From an optimization exercise on the open Yosys and OpenROAD flow, aimed at small area, a short achievable clock period and few clock cycles per item; shortcuts taken in it are not production practice.
Function was checked by simulation only, so behaviour that the tests miss may differ from the original.
The clock port is modelled as an ideal driver; clocking choices that lean on that would not hold on a real chip.
Power and IR drop assume default switching activity.

## flow/design.v (module list and top-level ports; edited modules follow where they fit)
// module wsio_scaler: 952 lines
module wsio_scaler (
    input  wire        clk,
    input  wire        rst,         
    input  wire        in_valid,
    output wire        in_ready,
    input  wire        in_op,       
    input  wire [63:0] in_data,
    output wire        out_valid,
    input  wire        out_ready,
    output wire [63:0] out_data,
    output wire        out_err
);
  // ...
==> flow/flow/run.sh <==
#!/bin/bash
# The standard layout (standard.sh), with plain buf_1 cells as the port buffers and a
# setup-repair target of 5 ns of slack. Each tool's full output goes to standard.log.
set -euo pipefail
bash standard.sh 'BUFFER_PORTS_ARGS=-buffer_cell sky130_fd_sc_hd__buf_1' SETUP_SLACK_MARGIN=5 RECOVER_POWER=100 finish > standard.log 2>&1
==> flow/standard.sh <==
#!/bin/bash
# synth_recipe.tcl (not shown) runs the flow's synth.tcl, then flattens the netlist and writes it again
# the make line also repeats each setting of config.mk as NAME=value (left out here)
make -C /OpenROAD-flow-scripts/flow DESIGN_CONFIG=/design/flow/config.mk WORK_HOME=/design/flow/orfs CLKGATE_MAP_FILE= SYNTH_SCRIPT=/design/flow/synth_recipe.tcl "${@:-finish}"
==> flow/config.mk <==
export PLATFORM = sky130hd
export DESIGN_NAME = wsio_scaler
export DESIGN_NICKNAME = wsio_scaler
export VERILOG_FILES = /design/flow/design.v
export SDC_FILE = /design/flow/constraint.sdc
export NUM_CORES = 4
export LEC_CHECK = 0
export ABC_AREA = 1
export CAP_MARGIN = 20
export CORE_MARGIN = 2
export CORE_UTILIZATION = 40
export SETUP_SLACK_MARGIN = 5
export SLEW_MARGIN = 20
==> flow/constraint.sdc <==
create_clock -name core_clock -period 10.0 [get_ports {clk}]
set_input_delay 2.0000 -clock core_clock [delete_from_list [all_inputs] [get_ports {clk}]]
set_output_delay 2.0000 -clock core_clock [all_outputs]
set_load 0.01 [all_outputs]
==> impl_metrics.ini, run 1 <==
[global_routing]
grt_use_total_pct = 23.7
top_usage_layer = met2

[run_status]
violations = max-capacitance violations, max-slew violations
status = failed layout checks

[placed_design]
dp_slack_ps = 4030
place_congestion = 0.985

[clocking]
clkSinkCount = 105

[sta]
finClkSkew_ps = 16.0
slew_viol_final = 131

[pwr]
p_clk_mw = 0.363
p_per_area_nw_per_um2 = 381
ir_drop_v = 0.000324

[layout]
final_layout_size_suffix_gt1_share_pct = 6.60
signal_buffers = 194
fin_area_sq_um = 19300
utilization_pct = 44.9
buffer_area_share_pct = 5.00
area_dominant_class = multi-input combinational cells

[die]
rows = 76
fp.coreArea_sq_um = 43000

[drt]
wl_per_cell_um = 18.0
routed.top_layer = met4

[synthesis]
synth_edf_count = 103
synthArstFlopShare_pct = 0
syn_avg_cell_area_sq_um = 7.78
synth_top_family_by_area = adder cells

[worst_setup_path]
startpoint = in_data[0]
slowest_stage = clkbuf_1
path_depth = 23
setup.worst_path.end_class = flip-flop

[run]
cap_violations = 3
Testbench counts, summed over its fixed seeds: cycles 4,008, items 4,000.
==> inputs of run 2 (changes only) <==
--- a/flow/design.v
+++ b/flow/design.v
@@ -19,17 +19,16 @@
             if (raw[i]) lz = 4'd15 - i[3:0];
     end
     wire [15:0] rn     = raw << lz;
     wire        e_hi   = (rn >= 16'd64000);
     wire [16:0] r17    = e_hi ? {1'b0, rn} : {rn, 1'b0};
     wire [17:0] raw3   = {2'b00, raw} + {1'b0, raw, 1'b0};    
     wire [17:0] rn3    = raw3 << lz;
     wire [18:0] r51    = e_hi ? {1'b0, rn3} : {rn3, 1'b0};     
-    wire        e_zero = (raw == 16'd0);
     wire        x_sign = in_data[63];
     wire [10:0] x_exp  = in_data[62:52];
     wire [52:0] x_mant = {1'b1, in_data[51:0]};
     wire [59:0] r_x1   = {x_mant, 7'd34};
     wire [59:0] r_x2   = ~{6'd0, x_mant, 1'b0};
     wire [59:0] r_x3   = ~{7'd0, x_mant};
     wire [59:0] ra     = r_x1 ^ r_x2 ^ r_x3;
     wire [59:0] rb     = {(r_x1[58:0] & r_x2[58:0]) | (r_x3[58:0] & (r_x1[58:0] ^ r_x2[58:0])), 1'b0};
@@ -188,25 +187,24 @@
     wire rhG32 = rhG24 | (rhP24 & rhG20);
     wire rhP32 = rhP24 & rhP20;
     wire rhG33 = rhg0[16] | (rhp0[16] & rhG32);
     wire rhP33 = rhp0[16] & rhP32;
     wire [59:43] p_s  = rhp0 ^ {(rhG32 | (rhP32 & r_c43)), (rhG31 | (rhP31 & r_c43)), (rhG30 | (rhP30 & r_c43)), (rhG29 | (rhP29 & r_c43)), (rhG28 | (rhP28 & r_c43)), (rhG27 | (rhP27 & r_c43)), (rhG26 | (rhP26 & r_c43)), (rhG25 | (rhP25 & r_c43)), (rhG20 | (rhP20 & r_c43)), (rhG19 | (rhP19 & r_c43)), (rhG18 | (rhP18 & r_c43)), (rhG17 | (rhP17 & r_c43)), (rhG10 | (rhP10 & r_c43)), (rhG9 | (rhP9 & r_c43)), (rhG1 | (rhP1 & r_c43)), (rhg0[0] | (rhp0[0] & r_c43)), r_c43};
     wire        p_c    = p_s[59] & r_all;
     wire        x_big  = (x_exp > 11'd1029);             
     wire        x_in   = (x_exp >= 11'd1013) && !x_big;
-    wire [4:0]  x_d    = x_exp[4:0] - 5'd21;             
-    wire [42:0] s1_in = {in_op,
+    wire [4:0]  x_sh   = 5'd5 - x_exp[4:0];              
+    wire [41:0] s1_in = {in_op,
                          in_op ? {p_c, x_sign, x_in, x_big} : r51[18:15],
                          r51[14:0],
                          in_op ? p_s[59:43] : r17,
-                         in_op ? x_d : {e_hi, lz},
-                         e_zero};
+                         in_op ? x_sh : {e_hi, lz}};
     reg         a_valid;
-    reg  [42:0] a_d;
+    reg  [41:0] a_d;
     reg         o_valid;
     reg  [51:0] o_data;
     reg         o_e10;      
     reg         o_e9;       
     reg  [4:0]  o_e4;       
     reg         o_err;
     wire en2    = !o_valid || out_ready;        
     wire a_load = en2 || !a_valid;              
@@ -217,21 +215,21 @@
         else if (a_load)
             a_valid <= in_valid;
         if (a_load)
             a_d <= s1_in;
     end
     assign out_valid = o_valid;
     assign out_data  = {1'b0, o_e10, {5{o_e9}}, o_e4, o_data};
     assign out_err   = o_err;
-    wire        s_op   = a_d[42];
-    wire [18:0] s_w    = a_d[41:23];
-    wire [16:0] s_v    = a_d[22:6];
-    wire [4:0]  s_n    = a_d[5:1];
-    wire        s_z    = a_d[0];
+    wire        s_op   = a_d[41];
+    wire [18:0] s_w    = a_d[40:22];
+    wire [16:0] s_v    = a_d[21:5];
+    wire [4:0]  s_n    = a_d[4:0];
+    wire        s_z    = ~(s_v[16] | s_v[15]);           
     wire [16:0] e_r17  = s_v;
     wire [16:0] e_r17n = ~s_v;
     wire [18:0] e_r51  = s_w;
     wire [18:0] e_r51n = ~s_w;
     wire ts1 = e_r51[17] ^ e_r51n[13];
     wire tc2 = e_r51[17] & e_r51n[13];
     wire ts3 = e_r51[18] ^ e_r51n[14] ^ e_r17[9];
     wire tc4 = (e_r51[18] & e_r51n[14]) | (e_r17[9] & (e_r51[18] ^ e_r51n[14]));
@@ -923,19 +921,19 @@
     wire e_sum_P174 = e_sum_P145 & e_sum_P134;
     wire e_sum_G175 = e_sum_G146 | (e_sum_P146 & e_sum_G134);
     wire e_sum_P175 = e_sum_P146 & e_sum_P134;
     wire e_sum_G176 = e_sum_G147 | (e_sum_P147 & e_sum_G134);
     wire e_sum_P176 = e_sum_P147 & e_sum_P134;
     wire [60:0] e_sum = e_sum_p0 ^ {e_sum_G175, e_sum_G174, e_sum_G173, e_sum_G172, e_sum_G171, e_sum_G170, e_sum_G169, e_sum_G168, e_sum_G167, e_sum_G166, e_sum_G165, e_sum_G164, e_sum_G163, e_sum_G162, e_sum_G161, e_sum_G160, e_sum_G159, e_sum_G158, e_sum_G157, e_sum_G156, e_sum_G155, e_sum_G154, e_sum_G153, e_sum_G152, e_sum_G151, e_sum_G150, e_sum_G149, e_sum_G148, e_sum_G134, e_sum_G133, e_sum_G132, e_sum_G131, e_sum_G130, e_sum_G129, e_sum_G128, e_sum_G127, e_sum_G126, e_sum_G125, e_sum_G124, e_sum_G123, e_sum_G122, e_sum_G121, e_sum_G120, e_sum_G119, e_sum_G97, e_sum_G96, e_sum_G95, e_sum_G94, e_sum_G93, e_sum_G92, e_sum_G91, e_sum_G90, e_sum_G64, e_sum_G63, e_sum_G62, e_sum_G61, e_sum_G32, e_sum_G31, e_sum_G1, e_sum_g0[0], 1'b0};
     wire [51:0] e_frac = e_sum[60:9];
     wire [10:0] e_exp  = 11'd1028 - {7'd0, s_n[3:0]} + {10'd0, s_n[4]};
-    wire [51:0] e_res  = s_z ? 52'd0 : e_frac;
+    wire [51:0] e_res  = e_frac;
     wire [16:0] r_p    = s_v + {16'd0, s_c};            
-    wire [16:0] r_t    = r_p >> (5'd16 - s_n);
+    wire [16:0] r_t    = r_p >> s_n;
     wire        s_c    = s_w[18];
     wire        r_sign = s_w[17];
     wire        r_in   = s_w[16];
     wire        r_err  = s_w[15] | (r_in & (r_sign ? (r_t != 17'd0) : r_t[16]));
     wire [15:0] r_val  = (r_err | r_sign | !r_in) ? 16'd0 : r_t[15:0];
     always @(posedge clk) begin
         if (rst)
             o_valid <= 1'b0;
==> flow/flow/run.sh (replaced) <==
#!/bin/bash
# The standard layout (standard.sh), with plain buf_1 cells as the port buffers and a
# setup-repair target of 5 ns of slack. Each tool's full output goes to standard.log.
set -euo pipefail
bash standard.sh 'BUFFER_PORTS_ARGS=-buffer_cell sky130_fd_sc_hd__buf_1' SETUP_SLACK_MARGIN=5  finish > standard.log 2>&1
==> flow/config.mk (replaced) <==
export PLATFORM = sky130hd
export DESIGN_NAME = wsio_scaler
export DESIGN_NICKNAME = wsio_scaler
export VERILOG_FILES = /design/flow/design.v
export SDC_FILE = /design/flow/constraint.sdc
export NUM_CORES = 4
export LEC_CHECK = 0
export ABC_AREA = 1
export CAP_MARGIN = 20
export CORE_MARGIN = 2
export CORE_UTILIZATION = 60
export GPL_TIMING_DRIVEN = 0
export SETUP_SLACK_MARGIN = 5
export SLEW_MARGIN = 20
==> impl_metrics.ini, run 2 <==
[drt]
wl_per_cell_um = 18.7
postRouteAntennaNets = 0
avgViaCountPerCell = 5.74
via_count = 15907
dr.first_iter.drc_count = 1264
drc_errors = 0
dr.pass1.iters = 5
totalWireLength_um = 51900

[run_status]
status = timing/DRC/antenna clean

[die]
io-pin-count = 136
dieArea_sq_um = 29400
die_w_um = 172
fp.coreArea_sq_um = 27700
die_h_um = 172
rows = 61
initial_core_util_pct = 60.8

[global_routing]
grt_pass1_vias = 15230
grt_max_degree = 61
grt_pass1_wl_um = 78000
overflow = 0
antenna_found_initial = 0
grt_use_total_pct = 34.8

[sta]
maxSlewHeadroom_pct = 43.7
fmax_mhz = 199
setup_slack_ps = 4970
whs_ps = 557
worst_pin_slew_ps = 845
final.setup.tns_ps = 0
hold_viol_final = 0
rsz0062_at_grt = yes
fin_crit_ps = 5030
slew_viol_final = 0
finalSetupViolCount = 0
finClkSkew_ps = 8.00
min_period_over_period_pct = 50.3

[synthesis]
synth_top_area_share_pct = 22.1
synth_edf_count = 102
yosysWarnings = 1
yosys.area.top_type = fa_1
netlist_area_sq_um = 16900
synthesis.nets = 2605
syn_avg_cell_area_sq_um = 7.81
synthTopCellsByCount = nand2_1 (442), inv_1 (385), nand3_1 (216), ha_1 (191), fa_1 (186)
ys_seq_elements = 104
synth_ff_type = edfxtp_1
ys_top_cells_by_area = fa_1 (22%), edfxtp_1 (18%), ha_1 (14%)
yosysMostFrequentCell = nand2_1
yosysSeqAreaShare_pct = 18.4
syn_inst = 2159
synthArstFlopShare_pct = 0
ys_types = 49

[clocking]
clkSinkCount = 104
root_buffer = clkbuf_16
cts_buffers = 9
clkTransAtPathRegs_ps = 70
worstSkewPairLatency_ps = 370
hold_buffers = 0
cts_tree = built
clockBufferDepth = 2
htree_num_levels = 3

[layout]
n_antenna_cell = 0
top_regs = o_data: 52 flops, a_d: 42 flops, o_e4: 5 flops
layout_commonest_cell = nand2_1
syn_to_final_growth_pct = 14.1
final_cell_mix = nand2_1 (435), inv_1 (357), nand3_1 (211)
largest_reg_flops = 52
regMostFlops = o_data
final_nets = 2834
final_layout_size_suffix_gt1_share_pct = 10.8
fin_area_sq_um = 19200

[worst_setup_path]
critPathMaxFanout = 5
reg2reg_depth = 21
criticalPathCategory = primary input to flip-flop
cp.arrival_ps = 5160
startpoint_type = primary input
critical_path_required_ps = 10120
worstReg2RegEnd = o_data[32]$_SDFFCE_PP0P_
rrSetupSlack_ps = 5050
r2r-start = a_d[37]$_DFFE_PP_
setup.worst_path.end_class = flip-flop

[placed_design]
place_congestion = 1.00
place_area_sq_um = 17900
dp_hpwl_um = 41400
dp_slack_ps = 4060
port_buffers = 134

[pwr]
ir_drop_v = 0.000450
leakage_nw = 9.41
p_per_area_nw_per_um2 = 390

[worst_hold_path]
holdCritStartpoint = a_valid$_SDFFE_PP0P_
hold_class = flip-flop to flip-flop
holdPathStages = 2
hold_path_end = o_valid$_SDFFE_PP0P_

[run]
cap_violations = 0
==> run 2: cell count changes after synthesis, sizes merged, moves of 7 or more <==
cell / delta
a21boi: -8
nand2: +7
nand3: -65
nor2: -20
nor3: +16
o211ai: -7
o21ai: +20
o32ai: -7
==> run 2: metal layers <==
metal | vias to the layer above | GRT usage [%] | routed length [um]
met5 | - | 0 | 0
met4 | 0 | 19.8 | 2990
met3 | 179 | 4.60 | 3210
met2 | 720 | 60.4 | 25700
met1 | 7500 | 41.5 | 20000
li1 | 7508 | - | -
==> run 2: how the worst max path moves through the flow <==
stage,start,to
2_1_floorplan,in_data[6],a_d[40]$_DFFE_PP_
3_3_place_gp,in_data[15],a_d[12]$_DFFE_PP_
3_5_place_dp,in_data[15],a_d[12]$_DFFE_PP_
4_1_cts,in_data[15],a_d[12]$_DFFE_PP_
5_1_grt,in_data[37],a_d[12]$_DFFE_PP_
6_report,in_data[42],a_d[12]$_DFFE_PP_
==> run 2: per-stage QoR <==
step	total power, mW	instances	util [%]
floorplan	4.92	2159	-
finish	7.49	2771	69.4
CTS	6.72	2712	66.4
global route	8.30	2771	69.4
global placement	6.09	2671	64.4
detailed placement	6.28	2672	64.5
==> run 2: critical path: stages <==
cell	delay, ps
clkbuf_2	130
inv_2	60
fa_1	480
ha_1	350
nand3_2	110
nor2_2	160
nand4_1	190
nor4_4	380
nand4_1	210
nand3_2	190
nand2_1	90
o21ai_2	210
inv_2	70
o21ai_2	180
a21oi_1	110
o21ai_2	130
nand3_2	100
==> run 2: repair_timing <==
action                                 CTS  global route
gates resized for setup                 28           110
endpoints found under the hold margin    0             0
buffers inserted                        24            58
pin swaps                                0            29
cloned                                   0             1
setup endpoints to repair               41            57
==> run 2: kinds of logic (layout without fill, tap and decap cells) <==
group,Yosys count,after routing,synth area share (%)
multiplexers,2,2,0.119
buffers and inverters,452,685,10.5
XOR/XNOR,37,37,1.92
AO/OA/AOI/OAI,304,304,10.1
flip-flops,104,104,18.4
other,1,1,0.0223
adder cells (fa/ha/maj),377,377,36.3
AND/OR/NAND/NOR,882,883,22.6
==> run 2: final cells by class <==
| class | instances | area, sq um |
|---|---|---|
| Sequential cell | 104 | 3100 |
| Clock buffer | 9 | 225 |
| Tap cell | 378 | 473 |
| Buffer | 56 | 294 |
| Timing Repair Buffer | 217 | 1220 |
| Fill cell | 2303 | 8470 |
| Multi-Input combinational cell | 1604 | 12300 |
| Clock inverter | 7 | 52.6 |
| Inverter | 396 | 1540 |
==> run 2: power by group <==
| group | leakage [nW] | internal [mW] | total, mW | switching (mW) |
|---|---|---|---|---|
| Clock | 0.139 | 0.171 | 0.342 | 0.171 |
| Combinational | 8.13 | 2.48 | 6.28 | 3.79 |
| Sequential | 1.15 | 0.773 | 0.874 | 0.101 |
| Total | 9.41 | 3.43 | 7.49 | 4.07 |
Testbench counts of run 2, summed over its fixed seeds: cycles 4,008, items 4,000.
==> inputs of run 3 (changes only) <==
--- a/flow/config.mk
+++ b/flow/config.mk
@@ -11,4 +11,4 @@
 export CORE_UTILIZATION = 60
-export GPL_TIMING_DRIVEN = 0
 export SETUP_SLACK_MARGIN = 5
 export SLEW_MARGIN = 20
+export TNS_END_PERCENT = 0
==> impl_metrics.ini, run 3 <==
[clocking]
worstSkewPairLatency_ps = 370
cts_buffers = 9
clkTransAtPathRegs_ps = 80
hold_buffers = 0
root_buffer = clkbuf_16
clkSinkCount = 104
cts_tree = built
clockBufferDepth = 2
htree_num_levels = 3

[layout]
syn_to_final_growth_pct = 11.2
top_regs = o_data: 52 flops, a_d: 42 flops, o_e4: 5 flops
layout_commonest_cell = nand2_1
n_fill_cell = 2406
final_cell_mix = nand2_1 (435), inv_1 (374), nand3_1 (213)
final_cells = 2709
n_antenna_cell = 0
largest_reg_flops = 52
regMostFlops = o_data
final_nets = 2772
final_layout_size_suffix_gt1_share_pct = 7.72

[worst_setup_path]
cp.arrival_ps = 5190
r2r-start = a_d[18]$_DFFE_PP_
worstPathCellList = buf_4, fa_1, fa_1, fa_1, fa_1, ha_1, a21o_1, nand2_1, nand2_1, a21oi_2, o21bai_2, a21oi_2, o21bai_1, a21oi_2, o21bai_2, o21bai_4, buf_4, nand3_1, nand3_1, a21oi_1
path_depth = 20
reg2reg_depth = 20
slowest_delay_ps = 550
crit_buf_inv = 2
worstReg2RegEnd = o_data[41]$_SDFFCE_PP0P_
path_common_cell = fa_1
rrSetupSlack_ps = 5020
startpoint_type = flip-flop
slowest_stage = fa_1
setup.worst_path.end_class = flip-flop
cp_top_family = adder cells
critical_path_required_ps = 10210
critPathMaxFanout = 7
criticalPathCategory = flip-flop to flip-flop

[synthesis]
syn_avg_cell_area_sq_um = 7.81
yosysMostFrequentCell = nand2_1
netlist_area_sq_um = 16900
yosysSeqAreaShare_pct = 18.4
ys_top_cells_by_area = fa_1 (22%), edfxtp_1 (18%), ha_1 (14%)
ys_seq_elements = 104
synth_ff_type = edfxtp_1
synth_edf_count = 102
synth_top_area_share_pct = 22.1
synthesis.nets = 2605
yosys.area.top_type = fa_1
ys_types = 49
synthTopCellsByCount = nand2_1 (442), inv_1 (385), nand3_1 (216), ha_1 (191), fa_1 (186)
syn_inst = 2159
synthArstFlopShare_pct = 0
yosysWarnings = 1

[drt]
avgViaCountPerCell = 5.72
dr.first_iter.drc_count = 1317
postRouteAntennaNets = 0
wl_per_cell_um = 17.8
via_count = 15485
dr.pass1.iters = 6
drc_errors = 0
totalWireLength_um = 48200

[run]
cap_violations = 0

[die]
rows = 61
die_w_um = 172
io-pin-count = 136
initial_core_util_pct = 60.8
dieArea_sq_um = 29400
fp.coreArea_sq_um = 27700
die_h_um = 172

[global_routing]
use_met1_pct = 41.0
antenna_found_initial = 0
grt_use_total_pct = 32.9
grt_max_degree = 62
use_met3_pct = 3.84
overflow = 0
top_usage_layer = met2
grt_use_met2_pct = 58.1
grt_pass1_wl_um = 74800
grt_pass1_vias = 14531

[pwr]
p_sw_mw = 3.76
p_per_area_nw_per_um2 = 370
ir_drop_v = 0.000396
p_comb_share_pct = 82.2
p_seq_share_pct = 12.8
internal_power_mw = 3.18
swShare_pct = 54.2
leakage_nw = 9.22
clock_power_share_pct = 5.0

[worst_hold_path]
holdPathStages = 2
holdCritStartpoint = a_valid$_SDFFE_PP0P_
hold_class = flip-flop to flip-flop
hold_path_end = o_valid$_SDFFE_PP0P_

[sta]
finClkSkew_ps = 11.1
fin_crit_ps = 4980
whs_ps = 486
rsz0062_at_grt = yes
fmax_mhz = 201
slew_viol_final = 0
setup_slack_ps = 5020
finalSetupViolCount = 0
worst_pin_slew_ps = 785
final.setup.tns_ps = 0
hold_viol_final = 0
maxSlewHeadroom_pct = 47.7
min_period_over_period_pct = 49.8

[placed_design]
dp_cells = 2621
place_congestion = 0.977
port_buffers = 134
dp_slack_ps = 3260
dp_hpwl_um = 38900

[run_status]
status = timing/DRC/antenna clean
[run 3: kinds of logic (layout without fill, tap and decap cells)]
| group | after synthesis | count (layout) | synth area share (%) |
|---|---|---|---|
| compound gates | 304 | 304 | 10.1 |
| fa+ha+maj | 377 | 377 | 36.3 |
| buf+inv | 452 | 622 | 10.5 |
| other cells | 1 | 1 | 0.0223 |
| simple gates | 882 | 884 | 22.6 |
| mux | 2 | 2 | 0.119 |
| flops | 104 | 104 | 18.4 |
| xor+xnor | 37 | 37 | 1.92 |
[run 3: power by group through the flow]
stage | registers [mW] | clock network [mW] | logic, mW
floorplan | 0.928 | 0 | 3.99
global placement | 0.927 | 0 | 5.15
detailed placement | 0.930 | 0 | 5.24
CTS | 0.920 | 0.349 | 5.33
global route | 0.907 | 0.363 | 6.54
finish | 0.888 | 0.345 | 5.70
[run 3: per-layer routing]
metal | vias up | wire length [um]
met5 | - | 0
met4 | 0 | 1760
met3 | 127 | 2890
met2 | 616 | 24700
met1 | 7355 | 18800
li1 | 7387 | -
[run 3: worst max path at each step]
stage	slack (ps)	to	startpoint
3_5_place_dp	3260	a_d[33]$_DFFE_PP_	in_data[1]
6_report	5020	o_data[41]$_SDFFCE_PP0P_	a_d[18]$_DFFE_PP_
2_1_floorplan	5250	a_d[40]$_DFFE_PP_	in_data[6]
5_1_grt	4790	o_data[41]$_SDFFCE_PP0P_	a_d[33]$_DFFE_PP_
4_1_cts	4700	o_data[48]$_SDFFCE_PP0P_	a_d[40]$_DFFE_PP_
3_3_place_gp	3380	a_d[33]$_DFFE_PP_	in_data[1]
[run 3: cell type report]
type / instances / area, sq um / share of cell area (%)
Multi-Input combinational cell: 1605 / 12200 / 65.2
Sequential cell: 104 / 3100 / 16.6
Inverter: 396 / 1540 / 8.23
Timing Repair Buffer: 210 / 1130 / 6.02
Tap cell: 378 / 473 / 2.52
Clock buffer: 10 / 229 / 1.22
Clock inverter: 6 / 48.8 / 0.260
[run 3: repair_timing]
action,in CTS,in global routing
buffers inserted,4,66
endpoints found under the setup margin,60,68
pin swaps,0,17
cloned,0,2
gates resized for setup,23,67
[run 3: worst min-delay path: stages (launching register included)]
cell,delay [ps]
dfxtp_1,340
inv_1,60
a21oi_1,50
[run 3: through the flow]
stage	util, %	power (mW)	cell area (sq um)
after global placement	63.5	6.08	17600
after global routing	67.6	7.81	18700
after detailed placement	63.5	6.17	17600
after floorplan	-	4.92	16900
final	67.6	6.94	18700
after CTS	64.9	6.60	18000
==> inputs of run 4 (changes only) <==
--- a/flow/config.mk
+++ b/flow/config.mk
@@ -13,2 +13,2 @@
 export SLEW_MARGIN = 20
-export TNS_END_PERCENT = 0
+export TNS_END_PERCENT = 20
==> impl_metrics.ini, run 4 <==
[synthesis]
synth_top_area_share_pct = 22.1
synthArstFlopShare_pct = 0
synthesis.nets = 2605
ys_seq_elements = 104
yosysWarnings = 1
yosysSeqAreaShare_pct = 18.4
synthTopCellsByCount = nand2_1 (442), inv_1 (385), nand3_1 (216), ha_1 (191), fa_1 (186)
ys_top_cells_by_area = fa_1 (22%), edfxtp_1 (18%), ha_1 (14%)
yosys.area.top_type = fa_1
syn_avg_cell_area_sq_um = 7.81
synth_ff_type = edfxtp_1
syn_inst = 2159
netlist_area_sq_um = 16900
ys_types = 49
synth_edf_count = 102
yosysMostFrequentCell = nand2_1

[worst_setup_path]
startpoint_type = flip-flop
critPathMaxFanout = 7
critical_path_required_ps = 10210
criticalPathCategory = flip-flop to flip-flop
setup.worst_path.end_class = flip-flop
cp.arrival_ps = 5160
reg2reg_depth = 20

[global_routing]
antenna_found_initial = 0
overflow = 0
grt_use_total_pct = 32.9
grt_max_degree = 62
grt_pass1_vias = 14587
grt_pass1_wl_um = 74900

[run]
cap_violations = 0

[run_status]
status = timing/DRC/antenna clean

[clocking]
root_buffer = clkbuf_16
cts_buffers = 9
clockBufferDepth = 2
clkSinkCount = 104
worstSkewPairLatency_ps = 370
cts_tree = built
clkTransAtPathRegs_ps = 80
htree_num_levels = 3
hold_buffers = 0

[sta]
min_period_over_period_pct = 49.5
slew_viol_final = 0
maxSlewHeadroom_pct = 47.9
rsz0062_at_grt = yes
fmax_mhz = 202
finalSetupViolCount = 0
whs_ps = 485
worst_pin_slew_ps = 781
fin_crit_ps = 4950
hold_viol_final = 0
final.setup.tns_ps = 0
finClkSkew_ps = 11.2

[layout]
regMostFlops = o_data
final_cells = 2731
final_cell_mix = nand2_1 (435), inv_1 (366), nand3_1 (213)
n_antenna_cell = 0
layout_commonest_cell = nand2_1
syn_to_final_growth_pct = 12.6
final_nets = 2794
top_regs = o_data: 52 flops, a_d: 42 flops, o_e4: 5 flops
final_layout_size_suffix_gt1_share_pct = 9.48
largest_reg_flops = 52

[pwr]
swShare_pct = 53.9
p_seq_share_pct = 12.5
total_power_mw = 7.07
leakage_nw = 9.32
ir_drop_v = 0.000402
p_comb_share_pct = 82.6
clock_power_share_pct = 4.9
p_per_area_nw_per_um2 = 373
internal_power_mw = 3.26
p_sw_mw = 3.81

[placed_design]
dp_cells = 2621
place_congestion = 0.977
port_buffers = 134
dp_hpwl_um = 38900

[die]
die_w_um = 172
die_h_um = 172
io-pin-count = 136
initial_core_util_pct = 60.8
rows = 61
fp.coreArea_sq_um = 27700
dieArea_sq_um = 29400

[drt]
dr.first_iter.drc_count = 1285
avgViaCountPerCell = 5.72
via_count = 15616
dr.pass1.iters = 6
wl_per_cell_um = 17.9
totalWireLength_um = 48800
drc_errors = 0
postRouteAntennaNets = 0

[worst_hold_path]
hold_class = flip-flop to flip-flop
holdPathStages = 2
run 4: cell counts after synthesis:
Identical to the previous run, type by type.
run 4: through the flow:
stage / setup slack, ps / utilization, % / cell area, sq um
6_report: 5050 / 68.5 / 19000
5_1_grt: 4840 / 68.5 / 19000
4_1_cts: 4700 / 65.1 / 18000
3_5_place_dp: 3260 / 63.5 / 17600
3_3_place_gp: 3380 / 63.5 / 17600
2_1_floorplan: 5250 / - / 16900
run 4: area by class of cell:
type	instances	area [sq um]
flip-flops and latches	104	3100
clock inverters	6	48.8
clock buffers	10	229
inverters	396	1550
well taps	378	473
multi-input cells	1606	12300
repair buffers	231	1280
fillers	2365	8730
run 4: worst paths after layout:
kind	from	end	slack (ps)
setup reg to reg	a_d[18]$_DFFE_PP_	o_data[41]$_SDFFCE_PP0P_	5050
setup / recovery	a_d[18]$_DFFE_PP_	o_data[41]$_SDFFCE_PP0P_	5050
hold reg to reg	a_valid$_SDFFE_PP0P_	o_valid$_SDFFE_PP0P_	490
hold / removal	a_valid$_SDFFE_PP0P_	o_valid$_SDFFE_PP0P_	490
run 4: cell families after synthesis:
logic type,count (synthesis),synth area share [%]
and+or+nand+nor,882,22.6
buffers and inverters,452,10.5
adders and majority gates,377,36.3
AOI/OAI and AO/OA,304,10.1
DFF,104,18.4
xor gates and xnor gates,37,1.92
muxes,2,0.119
other,1,0.0223
run 4: critical path, cell delays in order, from the launching register on:
cell	delay [ps]
edfxtp_1	470
buf_4	200
fa_1	410
fa_1	470
fa_1	550
fa_1	440
ha_1	250
a21o_1	200
nand2_1	90
nand2_1	100
a21oi_2	210
o21bai_2	100
a21oi_2	170
o21bai_1	90
a21oi_2	200
o21bai_2	120
o21bai_4	220
buf_4	170
nand3_1	90
nand3_1	70
a21oi_1	150
run 4: power groups by stage:
stage | logic (mW) | clock network (mW) | registers (mW)
2_1_floorplan | 3.99 | 0 | 0.928
3_3_place_gp | 5.15 | 0 | 0.927
3_5_place_dp | 5.24 | 0 | 0.930
4_1_cts | 5.33 | 0.349 | 0.920
5_1_grt | 6.68 | 0.363 | 0.905
6_report | 5.84 | 0.346 | 0.886
run 4: repair_timing:
item | 4_1_cts | 5_1_grt
resized for setup | 28 | 91
setup endpoints to repair | 60 | 68
setup buffers | 7 | 84
gates cloned | 0 | 3
pin swaps | 2 | 21
run 4: layer usage:
metal | share of wire, % | vias up | track usage, % | wire, um
met5 | 0 | - | 0 | 0
met4 | 4.7 | 0 | 13.9 | 2270
met3 | 6.1 | 152 | 3.96 | 2980
met2 | 50 | 647 | 57.8 | 24600
met1 | 39 | 7382 | 40.9 | 19000
li1 | - | 7435 | - | -
==> inputs of run 5 (changes only) <==
--- a/flow/config.mk
+++ b/flow/config.mk
@@ -13,2 +13 @@
 export SLEW_MARGIN = 20
-export TNS_END_PERCENT = 20
==> impl_metrics.ini, run 5 <==
[layout]
fin_area_sq_um = 19100
final_nets = 2789
layout_commonest_cell = nand2_1
top_regs = o_data: 52 flops, a_d: 42 flops, o_e4: 5 flops
final_cell_mix = nand2_1 (430), inv_1 (359), nand3_1 (210)
largest_reg_flops = 52
n_antenna_cell = 0
regMostFlops = o_data
final_layout_size_suffix_gt1_share_pct = 10.8
syn_to_final_growth_pct = 13.1

[drt]
drc_errors = 0
totalWireLength_um = 49200
dr.first_iter.drc_count = 1310
postRouteAntennaNets = 0
via_count = 15492
avgViaCountPerCell = 5.68
wl_per_cell_um = 18.0
dr.pass1.iters = 8

[placed_design]
place_congestion = 0.977
dp_hpwl_um = 38900
port_buffers = 134
place_area_sq_um = 17600
dp_slack_ps = 3260

[synthesis]
syn_inst = 2159
synth_edf_count = 102
synth_top_area_share_pct = 22.1
ys_top_cells_by_area = fa_1 (22%), edfxtp_1 (18%), ha_1 (14%)
synthArstFlopShare_pct = 0
yosysSeqAreaShare_pct = 18.4
yosysWarnings = 1
synth_ff_type = edfxtp_1
yosysMostFrequentCell = nand2_1
ys_seq_elements = 104
yosys.area.top_type = fa_1
syn_avg_cell_area_sq_um = 7.81
synthesis.nets = 2605
ys_types = 49
netlist_area_sq_um = 16900
synthTopCellsByCount = nand2_1 (442), inv_1 (385), nand3_1 (216), ha_1 (191), fa_1 (186)

[worst_setup_path]
cp.arrival_ps = 5010
critPathMaxFanout = 6
critical_path_required_ps = 10120
startpoint_type = primary input
slowest_delay_ps = 510
crit_buf_inv = 3
criticalPathCategory = primary input to flip-flop
worstPathCellList = clkbuf_2, inv_2, fa_1, ha_4, nand3_1, nor2_2, nand4_1, nor4_4, nand4_1, nand3_2, nand2_1, o21ai_2, inv_1, o21ai_2, a21oi_1, o21ai_1, nand3_1
slowest_stage = fa_1
r2r-start = a_d[18]$_DFFE_PP_
cp_top_family = simple AND/OR/NAND/NOR gates
startpoint = in_data[41]
setup.worst_path.end_class = flip-flop

[sta]
finClkSkew_ps = 11.0
min_period_over_period_pct = 49.0
fin_crit_ps = 4900
fmax_mhz = 204
slew_viol_final = 0
hold_viol_final = 0
rsz0062_at_grt = yes
maxSlewHeadroom_pct = 47.6
finalSetupViolCount = 0
setup_slack_ps = 5100
final.setup.tns_ps = 0
whs_ps = 550
worst_pin_slew_ps = 785

[pwr]
p_sw_mw = 3.88
p_seq_share_pct = 12.2
p_comb_share_pct = 83.0
ir_drop_v = 0.000415
leakage_nw = 9.35
p_per_area_nw_per_um2 = 379
swShare_pct = 53.7
internal_power_mw = 3.35
clock_power_share_pct = 4.8

[clocking]
htree_num_levels = 3
clkSinkCount = 104
cts_tree = built
cts_buffers = 9
hold_buffers = 0
clkTransAtPathRegs_ps = 70
clockBufferDepth = 2
root_buffer = clkbuf_16
worstSkewPairLatency_ps = 370

[global_routing]
top_usage_layer = met2
use_met3_pct = 4.00
use_met1_pct = 41.3
grt_max_degree = 62
grt_pass1_wl_um = 75700
grt_pass1_vias = 14740
grt_use_met2_pct = 58.4
grt_use_total_pct = 33.2
antenna_found_initial = 0
overflow = 0

[die]
dieArea_sq_um = 29400
io-pin-count = 136
fp.coreArea_sq_um = 27700
die_w_um = 172
initial_core_util_pct = 60.8
die_h_um = 172
rows = 61

[run_status]
status = timing/DRC/antenna clean

[worst_hold_path]
hold_class = flip-flop to flip-flop
holdCritStartpoint = a_valid$_SDFFE_PP0P_

[run]
cap_violations = 0
run 5: changes by cell type in the layout (fill, tap and decap cells not counted), sizes merged:
cell,previous run,this run
clkbuf,24,37
nand3,218,219
inv,386,387
clkinvlp,11,10
buf,217,198
run 5: power groups by stage:
stage	Sequential, mW	Combinational (mW)	Clock [mW]
floorplan	0.928	3.99	0
global placement	0.927	5.15	0
detailed placement	0.930	5.24	0
CTS	0.895	5.41	0.349
global route	0.903	6.86	0.363
finish	0.884	6.00	0.346
run 5: cells by family (layout without fill, tap and decap cells):
group | after synthesis | in the layout | share of synthesized area [%]
multiplexers | 2 | 2 | 0.119
AO/OA/AOI/OAI | 304 | 304 | 10.1
XOR/XNOR | 37 | 37 | 1.92
buffers and inverters | 452 | 637 | 10.5
flip-flops | 104 | 104 | 18.4
adder cells (fa/ha/maj) | 377 | 377 | 36.3
AND/OR/NAND/NOR | 882 | 886 | 22.6
other | 1 | 1 | 0.0223
run 5: path summary, 6_finish.rpt:
check	end	slack (ps)	depth (start not counted)
worst min-delay path	o_valid$_SDFFE_PP0P_	550	2
worst max-delay path	a_d[12]$_DFFE_PP_	5100	17
worst min register to register	o_valid$_SDFFE_PP0P_	550	2
worst max register to register	o_data[41]$_SDFFCE_PP0P_	5140	20
run 5: through the flow:
stage	utilization, %	total power [mW]	instances
floorplan	-	4.92	2159
global placement	63.5	6.08	2621
detailed placement	63.5	6.17	2621
CTS	65.8	6.66	2666
global route	68.8	8.12	2726
finish	68.8	7.23	2726
run 5: final cells by class:
class                   count  area (sq um)
clock inverters             6          48.8
fillers                  2357          8650
clock buffers              10           229
multi-input cells        1607         12400
repair buffers            225          1280
flip-flops and latches    104          3100
well taps                 378           473
inverters                 396          1550
run 5: timing repair:
action                     4_1_cts  5_1_grt
gates cloned                     0        4
resized for setup               48      110
setup buffers                   29       56
pin swaps                        3       34
setup endpoints to repair       60       62
run 5: worst register-to-register path: stages, from the launching register on:
cell,delay [ps]
edfxtp_1,520
buf_6,200
fa_2,360
fa_1,560
fa_1,430
fa_1,500
ha_4,200
a21o_1,180
nand2_1,100
nand2_2,80
a21oi_2,200
o21bai_2,110
a21oi_2,190
o21bai_1,110
a21oi_4,170
o21bai_2,110
o21bai_4,230
buf_12,150
nand3_1,80
nand3_1,70
a21oi_1,150
run 5: per-layer routing:
metal | wire length (um) | vias up
li1 | - | 7413
met1 | 19100 | 7344
met2 | 24800 | 592
met3 | 3000 | 143
met4 | 2250 | 0
met5 | 0 | -
==> inputs of run 6 (changes only) <==
--- a/flow/config.mk
+++ b/flow/config.mk
@@ -11,2 +11,3 @@
 export CORE_UTILIZATION = 60
+export CTS_BUF_LIST = sky130_fd_sc_hd__clkbuf_8
 export SETUP_SLACK_MARGIN = 5
==> impl_metrics.ini, run 6 <==
[layout]
n_antenna_cell = 0
n_fill_cell = 2391
top_regs = o_data: 52 flops, a_d: 42 flops, o_e4: 5 flops
layout_commonest_cell = nand2_1
regMostFlops = o_data
syn_to_final_growth_pct = 11.9
final_nets = 2785
largest_reg_flops = 52
final_layout_size_suffix_gt1_share_pct = 9.64
final_cell_mix = nand2_1 (434), inv_1 (368), nand3_1 (211)

[worst_setup_path]
cp_top_family = simple AND/OR/NAND/NOR gates
criticalPathCategory = primary input to flip-flop
slowest_stage = fa_1
critical_path_required_ps = 10180
critPathMaxFanout = 6
startpoint_type = primary input
slowest_delay_ps = 510
path_common_cell = nand2_1
cp.arrival_ps = 5080
setup.worst_path.end_class = flip-flop
rrSetupSlack_ps = 5110
worstPathCellList = buf_1, inv_1, fa_1, ha_4, fa_1, a21oi_1, a31oi_1, a211oi_2, nand3_2, nand3_1, nand2_1, nand2_1, nand2_1, nor2_4, nand4_1, nand2_2, nand2_1
crit_buf_inv = 2

[drt]
avgViaCountPerCell = 5.71
postRouteAntennaNets = 0
drc_errors = 0
dr.first_iter.drc_count = 1318
wl_per_cell_um = 18.0
totalWireLength_um = 49000
via_count = 15536
dr.pass1.iters = 5

[synthesis]
ys_types = 49
synthArstFlopShare_pct = 0
syn_avg_cell_area_sq_um = 7.81
yosysMostFrequentCell = nand2_1
ys_top_cells_by_area = fa_1 (22%), edfxtp_1 (18%), ha_1 (14%)
synth_edf_count = 102
netlist_area_sq_um = 16900
yosysSeqAreaShare_pct = 18.4
ys_seq_elements = 104
yosys.area.top_type = fa_1
synth_top_area_share_pct = 22.1
synth_ff_type = edfxtp_1
synthTopCellsByCount = nand2_1 (442), inv_1 (385), nand3_1 (216), ha_1 (191), fa_1 (186)
synthesis.nets = 2605
yosysWarnings = 1
syn_inst = 2159

[clocking]
clockBufferDepth = 2
clkTransAtPathRegs_ps = 110
root_buffer = clkbuf_8
worstSkewPairLatency_ps = 410
cts_buffers = 9
clkSinkCount = 104
hold_buffers = 0
htree_num_levels = 3
cts_tree = built

[sta]
setup_slack_ps = 5100
finClkSkew_ps = 9.57
slew_viol_final = 0
hold_viol_final = 0
rsz0062_at_grt = yes
final.setup.tns_ps = 0
fmax_mhz = 204
finalSetupViolCount = 0
min_period_over_period_pct = 49.0
fin_crit_ps = 4900
maxSlewHeadroom_pct = 47.4
worst_pin_slew_ps = 789

[die]
dieArea_sq_um = 29400
fp.coreArea_sq_um = 27700
rows = 61
die_w_um = 172
die_h_um = 172
initial_core_util_pct = 60.8
io-pin-count = 136

[run]
cap_violations = 0

[pwr]
ir_drop_v = 0.000434
p_per_area_nw_per_um2 = 379
leakage_nw = 9.26
clock_power_share_pct = 3.6
p_comb_share_pct = 84.0
swShare_pct = 54.4
p_seq_share_pct = 12.4
internal_power_mw = 3.26
p_sw_mw = 3.89

[placed_design]
dp_slack_ps = 3260
port_buffers = 134
place_congestion = 0.977
dp_hpwl_um = 38900

[global_routing]
use_met1_pct = 41.3
grt_max_degree = 62
grt_pass1_wl_um = 75600
grt_use_met2_pct = 58.4
overflow = 0
antenna_found_initial = 0
grt_pass1_vias = 14729
grt_use_total_pct = 33.3
top_usage_layer = met2
use_met3_pct = 4.53

[worst_hold_path]
hold_class = flip-flop to flip-flop

[run_status]
status = timing/DRC/antenna clean
## run 6: changes by cell type in the layout (fill, tap and decap cells not counted), sizes merged
cell,delta
nand2,-1
o21bai,+1
buf,+4
inv,+1
clkbuf,-9
## run 6: power groups by stage
stage	combinational (mW)	sequential (mW)	clock, mW
after global placement	5.15	0.927	0
after floorplan	3.99	0.928	0
after CTS	5.40	0.892	0.259
after detailed placement	5.24	0.930	0
final	6.01	0.888	0.256
after global routing	6.87	0.906	0.274
## run 6: cell families (layout without fill, tap and decap cells)
kind of cell | count (synthesis) | count (layout) | synth area share, %
XOR/XNOR | 37 | 37 | 1.92
buffers and inverters | 452 | 633 | 10.5
AO/OA/AOI/OAI | 304 | 305 | 10.1
flip-flops | 104 | 104 | 18.4
multiplexers | 2 | 2 | 0.119
adder cells (fa/ha/maj) | 377 | 377 | 36.3
other | 1 | 1 | 0.0223
AND/OR/NAND/NOR | 882 | 885 | 22.6
## run 6: final timing paths
| check | from | to | cells past startpoint |
|---|---|---|---|
| min | a_valid$_SDFFE_PP0P_ | o_valid$_SDFFE_PP0P_ | 2 |
| max | in_data[30] | a_d[21]$_DFFE_PP_ | 17 |
| max reg2reg | a_d[17]$_DFFE_PP_ | o_data[48]$_SDFFCE_PP0P_ | 23 |
| min reg2reg | a_valid$_SDFFE_PP0P_ | o_valid$_SDFFE_PP0P_ | 2 |
## run 6: layout make-up
type | instances | area, sq um | share of cell area (%)
Clock inverter | 7 | 52.6 | 0.279
Multi-Input combinational cell | 1607 | 12400 | 65.5
Sequential cell | 104 | 3100 | 16.4
Timing Repair Buffer | 221 | 1200 | 6.37
Tap cell | 378 | 473 | 2.51
Inverter | 396 | 1560 | 8.24
Clock buffer | 9 | 124 | 0.657
## run 6: repair_timing
action	4_1_cts	5_1_grt
gates cloned	0	4
pin swaps	3	30
gates resized for setup	43	90
setup buffers	27	54
endpoints found under the setup margin	60	62
## run 6: routing by layer
| metal | share of wire, % | wire length [um] | up-vias |
|---|---|---|---|
| met3 | 6.0 | 2940 | 145 |
| met2 | 51 | 24800 | 629 |
| met5 | 0 | 0 | - |
| met4 | 4.4 | 2170 | 0 |
| met1 | 39 | 19100 | 7350 |
| li1 | - | - | 7412 |
## run 6: worst register-to-register path, cell delays in order, from the launching register on
cell and delay [ps]:
edfxtp_1 440, clkinvlp_4 210, buf_4 200, fa_1 420
ha_1 300, inv_1 50, fa_1 410, fa_1 450
ha_4 300, a21o_1 120, nand2_1 90, nand2_2 110
a21oi_4 80, o21bai_2 180, a21oi_2 100, o21bai_1 230
a21oi_4 70, o21bai_2 250, o21bai_4 230, nand2_2 130
o21ai_2 140, nand2_1 60, nand2_1 50, nor2_1 40
## run 6: through the flow
stage | instances | area (sq um) | total power, mW | hold WS, ps | utilization (%)
2_1_floorplan | 2159 | 16900 | 4.92 | 436 | -
3_3_place_gp | 2621 | 17600 | 6.08 | 450 | 63.5
3_5_place_dp | 2621 | 17600 | 6.17 | 460 | 63.5
4_1_cts | 2664 | 18100 | 6.55 | 494 | 65.4
5_1_grt | 2722 | 18900 | 8.05 | 588 | 68.1
6_report | 2722 | 18900 | 7.16 | 567 | 68.1
==> inputs of run 7 (changes only) <==
--- a/flow/config.mk
+++ b/flow/config.mk
@@ -11,3 +11,4 @@
 export CORE_UTILIZATION = 60
-export CTS_BUF_LIST = sky130_fd_sc_hd__clkbuf_8
+export CTS_BUF_LIST = sky130_fd_sc_hd__clkbuf_4 sky130_fd_sc_hd__clkbuf_8
+export CTS_CLUSTER_SIZE = 30
 export SETUP_SLACK_MARGIN = 5
==> impl_metrics.ini, run 7 <==
[placed_design]
dp_hpwl_um = 38900
port_buffers = 134
place_area_sq_um = 17600
place_congestion = 0.977

[layout]
regMostFlops = o_data
final_nets = 2785
largest_reg_flops = 52
final_cell_mix = nand2_1 (434), inv_1 (367), nand3_1 (211)
final_layout_size_suffix_gt1_share_pct = 9.68
top_regs = o_data: 52 flops, a_d: 42 flops, o_e4: 5 flops
n_antenna_cell = 0
syn_to_final_growth_pct = 12.0
layout_commonest_cell = nand2_1
fin_area_sq_um = 18900

[synthesis]
synth_top_family_by_area = adder cells
yosysWarnings = 1
synthSimpleGateAreaFrac_pct = 22.6
synth_compound_area_share_pct = 10.1
synth_mux_area_share_pct = 0.119
synthTopCellsByCount = nand2_1 (442), inv_1 (385), nand3_1 (216), ha_1 (191), fa_1 (186)
netlist_area_sq_um = 16900
yosysMostFrequentCell = nand2_1
synth_fa_ha_area_share_pct = 36.3
synthesis.nets = 2605
synth_top_area_share_pct = 22.1
yosysSeqAreaShare_pct = 18.4
ys_types = 49
syn_inst = 2159
ys_top_cells_by_area = fa_1 (22%), edfxtp_1 (18%), ha_1 (14%)
ys_seq_elements = 104
yosys.area.top_type = fa_1
synthArstFlopShare_pct = 0
syn_avg_cell_area_sq_um = 7.81
synth_xor_area_share_pct = 1.92
synth_ff_type = edfxtp_1
synth_edf_count = 102

[run_status]
status = timing/DRC/antenna clean

[global_routing]
grt_max_degree = 62
grt_pass1_vias = 14729
antenna_found_initial = 0
overflow = 0
grt_use_total_pct = 33.3
grt_pass1_wl_um = 75600

[pwr]
leakage_nw = 9.26
p_per_area_nw_per_um2 = 380
ir_drop_v = 0.000434

[drt]
dr.pass1.iters = 7
avgViaCountPerCell = 5.71
drc_errors = 0
postRouteAntennaNets = 0
wl_per_cell_um = 18.0
via_count = 15550
dr.first_iter.drc_count = 1318
totalWireLength_um = 49000

[worst_setup_path]
path_common_cell = nand2_1
worstPathCellList = buf_1, inv_1, fa_1, ha_4, fa_1, a21oi_1, a31oi_1, a211oi_2, nand3_2, nand3_1, nand2_1, nand2_1, nand2_1, nor2_4, nand4_1, nand2_2, nand2_1
critical_path_required_ps = 10180
cp.arrival_ps = 5080
slowest_stage = fa_1
setup.worst_path.end_class = flip-flop
criticalPathCategory = primary input to flip-flop
startpoint_type = primary input
slowest_delay_ps = 510
critPathMaxFanout = 6

[clocking]
hold_buffers = 0
clkSinkCount = 104
root_buffer = clkbuf_8
htree_num_levels = 3
clockBufferDepth = 2
cts_buffers = 9
clkTransAtPathRegs_ps = 110
cts_tree = built
worstSkewPairLatency_ps = 420

[sta]
hold_viol_final = 0
slew_viol_final = 0
fmax_mhz = 204
fin_crit_ps = 4900
worst_pin_slew_ps = 788
finalSetupViolCount = 0
finClkSkew_ps = 12.1
rsz0062_at_grt = yes
min_period_over_period_pct = 49.0
maxSlewHeadroom_pct = 47.5
final.setup.tns_ps = 0

[die]
dieArea_sq_um = 29400
fp.coreArea_sq_um = 27700
die_h_um = 172
die_w_um = 172
initial_core_util_pct = 60.8
io-pin-count = 136
rows = 61

[worst_hold_path]
hold_class = flip-flop to flip-flop

[run]
cap_violations = 0
run 7: changes by cell type in the layout (fill, tap and decap cells not counted):
cell,before,now
clkbuf_4,4,5
inv_1,368,367
run 7: path summary, 6_finish.rpt:
kind	startpoint	to	slack, ps	depth (start not counted)
worst max register to register	a_d[17]$_DFFE_PP_	o_data[48]$_SDFFCE_PP0P_	5110	23
worst min-delay path	a_valid$_SDFFE_PP0P_	o_valid$_SDFFE_PP0P_	570	2
worst min register to register	a_valid$_SDFFE_PP0P_	o_valid$_SDFFE_PP0P_	570	2
worst max-delay path	in_data[30]	a_d[21]$_DFFE_PP_	5100	17
run 7: what timing repair did:
item | 4_1_cts | 5_1_grt
resized for setup | 43 | 90
endpoints found under the setup margin | 60 | 62
gates cloned | 0 | 4
pin swaps | 3 | 30
buffers inserted | 27 | 54
run 7: logic make-up after synthesis:
| kind of cell | count (synthesis) |
|---|---|
| buf+inv | 452 |
| other cells | 1 |
| fa+ha+maj | 377 |
| simple gates | 882 |
| compound gates | 304 |
| mux | 2 |
| flops | 104 |
| xor+xnor | 37 |
run 7: through the flow:
step	std cells	util [%]	total power, mW	setup slack [ps]	hold WS, ps
floorplan	2159	-	4.92	5250	436
global placement	2621	63.5	6.08	3380	450
detailed placement	2621	63.5	6.17	3260	460
CTS	2664	65.4	6.56	4940	494
global route	2722	68.1	8.05	4890	588
finish	2722	68.1	7.16	5100	568
run 7: critical path, delay by kind of cell:
kind | cells | cell delay (ps)
AND/OR/NAND/NOR | 9 | 1130
adder cells (fa/ha/maj) | 3 | 1090
AO/OA/AOI/OAI | 3 | 570
buffers and inverters | 2 | 270
run 7: routing by layer:
metal,global-route usage [%],share of wire [%],vias to the layer above
li1,-,-,7410
met1,41.3,39,7353
met2,58.4,51,638
met3,4.53,5.9,149
met4,13.6,4.4,0
met5,0,0,-
run 7: area by class of cell:
class                      instances  area [sq um]
tap                              378           473
multi-input combinational       1607         12400
sequential                       104          3100
timing repair buffer             221          1200
clock buffer                      10           131
fill                            2389          8840
inverter                         396          1560
clock inverter                     6          48.8
run 7: where the power goes:
group | internal [mW] | switching (mW)
Combinational | 2.40 | 3.62
Sequential | 0.772 | 0.116
Clock | 0.0969 | 0.163
==> inputs of run 8 (changes only) <==
==> flow/flow/run.sh (replaced) <==
#!/bin/bash
# The standard layout (standard.sh) with plain buf_1 port buffers, a setup-repair target of
# 5 ns of slack, and, after clock tree synthesis, flow/skew.tcl, which delays the clock of the
# output registers. Each tool's full output goes to standard.log.
set -euo pipefail
export POST_CTS_TCL=$(pwd)/flow/skew.tcl
export SKEW_DLY_CELL=sky130_fd_sc_hd__clkdlybuf4s50_1
bash standard.sh 'BUFFER_PORTS_ARGS=-buffer_cell sky130_fd_sc_hd__buf_1' SETUP_SLACK_MARGIN=4.8 finish > standard.log 2>&1
==> flow/flow/skew.tcl (new file) <==
# Post-CTS step: delay the clock of the output registers (o_data, o_e*, o_err) by a chain
# of a delay cell and a clock buffer per leaf clock net. Only the paths into these registers
# (from the stage-1 register inside the design) gain time; the paths from them to the output
# ports lose it.
set block [ord::get_db_block]
set dly_master [[ord::get_db] findMaster $::env(SKEW_DLY_CELL)]
set buf_master [[ord::get_db] findMaster sky130_fd_sc_hd__clkbuf_8]
set max_group 10
set groups [dict create]
foreach inst [$block getInsts] {
  set name [$inst getName]
  if {![regexp {^o_(data|e10|e9|e4|err)} $name]} { continue }
  set ck [$inst findITerm CLK]
  if {$ck eq "NULL" || $ck eq ""} { continue }
  set net [$ck getNet]
  dict lappend groups [$net getName] $inst
}
set k 0
set chunks {}
foreach netname [dict keys $groups] {
  set all [dict get $groups $netname]
  # split a leaf's registers into groups of at most max_group, by x position
  set all [lsort -command {apply {{a b} {expr {[[$a getBBox] xMin] - [[$b getBBox] xMin]}}}} $all]
  set n [llength $all]
  set parts [expr {($n + $max_group - 1) / $max_group}]
  set per [expr {($n + $parts - 1) / $parts}]
  for {set i 0} {$i < $n} {incr i $per} {
    lappend chunks [list $netname [lrange $all $i [expr {$i + $per - 1}]]]
  }
}
foreach chunk $chunks {
  set netname [lindex $chunk 0]
  set net [$block findNet $netname]
  set insts [lindex $chunk 1]
  set sx 0; set sy 0
  foreach inst $insts {
    set b [$inst getBBox]
    set sx [expr {$sx + [$b xMin]}]; set sy [expr {$sy + [$b yMin]}]
  }
  set n [llength $insts]
  set cx [expr {$sx / $n}]; set cy [expr {$sy / $n}]
  set n1 [odb::dbNet_create $block "skew_net_a_$k"]
  set n2 [odb::dbNet_create $block "skew_net_b_$k"]
  $n1 setSigType CLOCK
  $n2 setSigType CLOCK
  set d [odb::dbInst_create $block $dly_master "skew_dly_$k"]
  set bb [odb::dbInst_create $block $buf_master "skew_buf_$k"]
  [$d findITerm A] connect $net
  [$d findITerm X] connect $n1
  [$bb findITerm A] connect $n1
  [$bb findITerm X] connect $n2
  foreach inst $insts {
    set ck [$inst findITerm CLK]
    $ck disconnect
    $ck connect $n2
  }
  $d setLocation $cx $cy
  $d setPlacementStatus PLACED
  $bb setLocation $cx $cy
  $bb setPlacementStatus PLACED
  puts "skew: net $netname, $n registers, delay cell skew_dly_$k"
  incr k
}
detailed_placement
estimate_parasitics -placement
report_clock_skew
==> impl_metrics.ini, run 8 <==
[run_status]
status = timing/DRC/antenna clean

[layout]
regMostFlops = o_data
final_layout_size_suffix_gt1_share_pct = 5.11
layout_commonest_cell = nand2_1
fin_area_sq_um = 18400
largest_reg_flops = 52
syn_to_final_growth_pct = 9.15
top_regs = o_data: 52 flops, a_d: 42 flops, o_e4: 5 flops
n_antenna_cell = 0
final_nets = 2749
final_cell_mix = nand2_1 (439), inv_1 (380), nand3_1 (213)

[sta]
min_period_over_period_pct = 49.8
hold_viol_final = 0
fin_crit_ps = 4980
finalSetupViolCount = 0
final.setup.tns_ps = 0
finClkSkew_ps = 662
maxSlewHeadroom_pct = 28.7
fmax_mhz = 201
rsz0062_at_grt = no
slew_viol_final = 0
worst_pin_slew_ps = 1070

[worst_setup_path]
slowest_stage = fa_1
criticalPathCategory = primary input to flip-flop
cp.arrival_ps = 5150
path_depth = 19
startpoint = in_data[14]
crit_buf_inv = 2
rrSetupSlack_ps = 5380
setup.worst_path.end_class = flip-flop
worstPathCellList = buf_2, inv_1, fa_1, ha_1, fa_1, nand2_1, a31oi_1, nor2_1, nand2_1, nand2_1, nand3_2, nand3_1, nand2_1, nand2_1, nand2_1, nor2_2, nand4_1, nand2_2, nand2_1
r2r-start = a_d[18]$_DFFE_PP_
slowest_delay_ps = 490
cp_top_family = simple AND/OR/NAND/NOR gates
startpoint_type = primary input
path_common_cell = nand2_1
critPathMaxFanout = 8
critical_path_required_ps = 10170
reg2reg_depth = 23

[drt]
dr.pass1.iters = 6
via_count = 15163
postRouteAntennaNets = 0
drc_errors = 0
wl_per_cell_um = 17.8
dr.first_iter.drc_count = 1064
avgViaCountPerCell = 5.65
totalWireLength_um = 47900

[synthesis]
synthTopCellsByCount = nand2_1 (442), inv_1 (385), nand3_1 (216), ha_1 (191), fa_1 (186)
netlist_area_sq_um = 16900
synthArstFlopShare_pct = 0
yosys.area.top_type = fa_1
yosysWarnings = 1
synth_mux_area_share_pct = 0.119
ys_seq_elements = 104
synth_top_family_by_area = adder cells
synth_compound_area_share_pct = 10.1
ys_top_cells_by_area = fa_1 (22%), edfxtp_1 (18%), ha_1 (14%)
yosysMostFrequentCell = nand2_1
synth_top_area_share_pct = 22.1
synth_fa_ha_area_share_pct = 36.3
syn_avg_cell_area_sq_um = 7.81
synth_xor_area_share_pct = 1.92
synth_edf_count = 102
yosysSeqAreaShare_pct = 18.4
synth_ff_type = edfxtp_1
syn_inst = 2159
ys_types = 49
synthesis.nets = 2605
synthSimpleGateAreaFrac_pct = 22.6

[pwr]
leakage_nw = 9.05
ir_drop_v = 0.000413
p_per_area_nw_per_um2 = 368

[global_routing]
overflow = 0
grt_use_total_pct = 33.1
grt_pass1_vias = 14566
grt_pass1_wl_um = 74700
antenna_found_initial = 0
grt_max_degree = 62

[die]
dieArea_sq_um = 29400
die_w_um = 172
die_h_um = 172
io-pin-count = 136
fp.coreArea_sq_um = 27700
rows = 61
initial_core_util_pct = 60.8

[worst_hold_path]
holdCritStartpoint = a_d[2]$_DFFE_PP_
hold_class = flip-flop to flip-flop
holdPathStages = 3

[clocking]
clkTransAtPathRegs_ps = 100
cts_tree = built
clkSinkCount = 104
worstSkewPairLatency_ps = 1040

[placed_design]
port_buffers = 134
place_congestion = 0.980
dp_hpwl_um = 39000
place_area_sq_um = 17600

[run]
cap_violations = 0
run 8: worst paths after layout:
check | end
worst min register to register | o_e4[2]$_SDFFCE_PP0P_
worst max-delay path | a_d[21]$_DFFE_PP_
worst min-delay path | o_e4[2]$_SDFFCE_PP0P_
worst max register to register | o_data[35]$_SDFFCE_PP0P_
run 8: logic make-up after synthesis:
family	count (synthesis)
and+or+nand+nor	882
xor gates and xnor gates	37
DFF	104
AOI/OAI and AO/OA	304
adders and majority gates	377
other	1
muxes	2
buffers and inverters	452
run 8: power breakdown:
part / internal [mW] / leakage [nW] / switching (mW)
clock network: 0.255 / 0.198 / 0.191
registers: 0.774 / 1.15 / 0.129
logic: 2.07 / 7.70 / 3.35
total: 3.10 / 9.05 / 3.67
run 8: final cells by class, clock buffers not listed:
cell class | count | area [sq um]
clock inverters | 6 | 68.8
inverters | 396 | 1530
flip-flops and latches | 104 | 3100
well taps | 378 | 473
repair buffers | 169 | 783
multi-input cells | 1605 | 12100
plain buffers | 18 | 214
fillers | 2438 | 9310
run 8: per-layer routing:
layer  part of all wire (%)  track usage (%)
met1                     40             40.0
met2                     51             59.0
met3                    5.4             4.00
met4                    3.8             14.7
met5                      0                0
run 8: through the flow:
step	total power [mW]	utilization (%)	hold WS (ps)	worst slack (ps)	instances
floorplan	4.92	-	424	4910	2159
global placement	6.08	63.5	449	3380	2620
detailed placement	6.18	63.5	455	3230	2620
global route	7.63	66.4	306	4780	2685
finish	6.77	66.4	309	5020	2685
run 8: worst reg2reg max path: cells and delay by family, from the launching register on:
kind	cells	cell delay, ps
adders and majority gates	4	1850
and+or+nand+nor	5	450
AOI/OAI and AO/OA	8	1280
DFF	1	480
buffers and inverters	6	930
==> inputs of run 9 (changes only) <==
--- a/flow/flow/run.sh
+++ b/flow/flow/run.sh
@@ -7,2 +7,2 @@
 export SKEW_DLY_CELL=sky130_fd_sc_hd__clkdlybuf4s50_1
-bash standard.sh 'BUFFER_PORTS_ARGS=-buffer_cell sky130_fd_sc_hd__buf_1' SETUP_SLACK_MARGIN=4.8 finish > standard.log 2>&1
+bash standard.sh 'BUFFER_PORTS_ARGS=-buffer_cell sky130_fd_sc_hd__buf_1' SETUP_SLACK_MARGIN=5.4 finish > standard.log 2>&1
==> impl_metrics.ini, run 9 <==
[synthesis]
synth_mux_area_share_pct = 0.119
ys_types = 49
netlist_area_sq_um = 16900
ys_seq_elements = 104
synthSimpleGateAreaFrac_pct = 22.6
yosys.area.top_type = fa_1
yosysMostFrequentCell = nand2_1
synth_edf_count = 102
synthArstFlopShare_pct = 0
ys_top_cells_by_area = fa_1 (22%), edfxtp_1 (18%), ha_1 (14%)
syn_inst = 2159
synth_compound_area_share_pct = 10.1
synth_top_family_by_area = adder cells
syn_avg_cell_area_sq_um = 7.81
synthesis.nets = 2605
yosysSeqAreaShare_pct = 18.4
synth_fa_ha_area_share_pct = 36.3
synth_ff_type = edfxtp_1
yosysWarnings = 1
synthTopCellsByCount = nand2_1 (442), inv_1 (385), nand3_1 (216), ha_1 (191), fa_1 (186)
synth_top_area_share_pct = 22.1
synth_xor_area_share_pct = 1.92

[placed_design]
dp_hpwl_um = 39600
dp_cells = 2622
place_congestion = 0.985
port_buffers = 134

[layout]
register_area_sq_um = 3100
layout_commonest_cell = nand2_1
final_cell_mix = nand2_1 (413), inv_1 (337), nand3_1 (195)
final_layout_size_suffix_gt1_share_pct = 16.7
largest_reg_flops = 52
top_regs = o_data: 52 flops, a_d: 42 flops, o_e4: 5 flops
final_nets = 2825
n_fill_cell = 2240
final_cells = 2761
regMostFlops = o_data
n_antenna_cell = 0
multi_input_area_sq_um = 12900
syn_to_final_growth_pct = 18.5

[clocking]
clkSinkCount = 104
cts_tree = built
clkTransAtPathRegs_ps = 100
worstSkewPairLatency_ps = 1020

[drt]
wl_per_cell_um = 19.1
totalWireLength_um = 52600
drt-met1-wl_um = 19600
via_count = 16044
avgViaCountPerCell = 5.81
dr.pass1.iters = 8
met3_length_um = 3550
route.met2.wl_um = 26300
dr.first_iter.drc_count = 1383
routed.top_layer = met4
postRouteAntennaNets = 0
drc_errors = 0

[pwr]
clock_power_share_pct = 6.0
ir_drop_v = 0.000435
leakage_nw = 9.57
internal_power_mw = 3.49
p_per_area_nw_per_um2 = 373
p_seq_share_pct = 11.9
p_sw_mw = 3.95
p_comb_share_pct = 82.1
swShare_pct = 53.1

[die]
dieArea_sq_um = 29400
die_h_um = 172
initial_core_util_pct = 60.8
io-pin-count = 136
fp.coreArea_sq_um = 27700
die_w_um = 172
rows = 61

[global_routing]
grt_max_degree = 59
overflow = 0
grt_use_total_pct = 35.4
antenna_found_initial = 0
grt_pass1_vias = 15492
grt_pass1_wl_um = 79600

[sta]
fmax_mhz = 218
fin_crit_ps = 4580
maxSlewHeadroom_pct = 45.8
finalSetupViolCount = 0
finClkSkew_ps = 648
whs_ps = 99.7
rsz0062_at_grt = yes
slew_viol_final = 0
min_period_over_period_pct = 45.8
hold_viol_final = 0
worst_pin_slew_ps = 811
final.setup.tns_ps = 0

[worst_setup_path]
criticalPathCategory = primary input to flip-flop
critical_path_required_ps = 10180
setup.worst_path.end_class = flip-flop
cp.arrival_ps = 4750
critPathMaxFanout = 5
worstReg2RegEnd = o_data[48]$_SDFFCE_PP0P_
rrSetupSlack_ps = 5870
reg2reg_depth = 22
startpoint_type = primary input
r2r-start = a_d[18]$_DFFE_PP_

[worst_hold_path]
holdCritStartpoint = o_valid$_SDFFE_PP0P_
hold_path_end = o_e4[1]$_SDFFCE_PP0P_
hold_class = flip-flop to flip-flop
holdPathStages = 1

[run]
cap_violations = 0

[run_status]
status = timing/DRC/antenna clean
run 9: cell counts after synthesis:
Identical to the previous run, type by type.
run 9: cell families (layout without fill, tap and decap cells):
kind of cell | after synthesis | in the layout
buffers and inverters | 452 | 670
XOR/XNOR | 37 | 37
AND/OR/NAND/NOR | 882 | 888
multiplexers | 2 | 2
adder cells (fa/ha/maj) | 377 | 377
other | 1 | 1
AO/OA/AOI/OAI | 304 | 304
flip-flops | 104 | 104
run 9: metrics by stage:
| step | setup slack, ps | util, % | instance area (sq um) | total power [mW] |
|---|---|---|---|---|
| finish | 5420 | 72.1 | 20000 | 7.44 |
| global route | 5310 | 72.1 | 20000 | 8.30 |
| floorplan | 5400 | - | 16900 | 4.92 |
| detailed placement | 3470 | 63.7 | 17600 | 6.20 |
| global placement | 3620 | 63.7 | 17600 | 6.09 |
run 9: power groups by stage:
| stage | clock, mW | sequential, mW | combinational [mW] |
|---|---|---|---|
| detailed placement | 0 | 0.931 | 5.27 |
| global route | 0.472 | 0.902 | 6.92 |
| finish | 0.446 | 0.885 | 6.11 |
| floorplan | 0 | 0.929 | 4.00 |
| global placement | 0 | 0.927 | 5.17 |
run 9: layer usage:
metal | up-vias | GRT usage, %
li1 | 7516 | -
met1 | 7510 | 41.1
met2 | 789 | 62.6
met3 | 229 | 5.75
met4 | 0 | 19.3
met5 | - | 0
run 9: cell type report, clock buffers not listed:
cell class	count	share of cell area [%]
clock inverters	6	0.345
inverters	396	8.00
plain buffers	18	1.07
repair buffers	241	7.61
multi-input cells	1609	64.5
well taps	378	2.37
flip-flops and latches	104	15.5
run 9: worst max-delay path: stages:
cell,delay [ps]
buf_2,140
inv_2,60
fa_1,500
ha_4,190
fa_2,390
a21oi_2,150
a31oi_2,140
a211oi_2,230
nand3_4,140
nand3_2,80
nand2_2,60
nand2_2,90
nand2_2,80
nor2_4,140
nand4_1,160
nand2_2,140
o21ai_2,60
run 9: worst max path at each step:
| stage | startpoint | endpoint | slack, ps | cells past startpoint |
|---|---|---|---|---|
| finish | in_data[30] | a_d[40]$_DFFE_PP_ | 5420 | 17 |
| detailed placement | in_data[1] | a_d[27]$_DFFE_PP_ | 3470 | 14 |
| floorplan | a_d[34]$_DFFE_PP_ | o_data[39]$_SDFFCE_PP0P_ | 5400 | 18 |
| global route | in_data[1] | a_d[6]$_DFFE_PP_ | 5310 | 28 |
| global placement | in_data[1] | a_d[33]$_DFFE_PP_ | 3620 | 14 |

## separate check: timing with driven ports
The flow's constraints put no driver on any port. The routed layouts listed below were extracted and timed again, unchanged, in two steps. Step 1: set_driving_cell puts a clkbuf_16 on clk and a buf_2 on each other input, an assumption about the parent block. Step 2, shift: input delay + t, output delay - t, t = (earliest + latest rising clock arrival at the registers) / 2. This alone moves slack from input paths to output paths. Slacks: ideal / step 1 / step 2; pairs: ideal / step 1.
run | t, ns | setup WS [ns] | worst setup path after step 2 | clock arrival spread, ns | worst slew at a driven data input, ns
run 1 | 0.426 | 3.510 / 3.539 / 3.113 | input to register | 0.016 / 0.016 | 0.05
run 2 | 0.417 | 4.969 / 4.990 / 4.573 | input to register | 0.009 / 0.008 | 0.05
run 3 | 0.416 | 5.022 / 5.022 / 4.657 | input to register | 0.011 / 0.011 | 0.05
run 4 | 0.415 | 5.052 / 5.052 / 4.683 | input to register | 0.011 / 0.011 | 0.05
run 5 | 0.418 | 5.104 / 5.131 / 4.713 | input to register | 0.011 / 0.011 | 0.05
run 6 | 0.453 | 5.098 / 5.111 / 4.667 | input to register | 0.009 / 0.010 | 0.05
run 7 | 0.456 | 5.103 / 5.107 / 4.669 | input to register | 0.012 / 0.012 | 0.05
run 8 | 0.749 | 5.019 / 5.039 / 4.290 | input to register | 0.663 / 0.663 | 0.06
run 9 | 0.748 | 5.421 / 5.442 / 4.694 | input to register | 0.655 / 0.656 | 0.06
In run 8 and run 9 the clock reaches the registers at very different times; t lies between them, and the last value is a rough guide only. The setup slack of run 8, which loses most, moves by +0.020 ns with the drivers and by -0.729 ns with both steps.
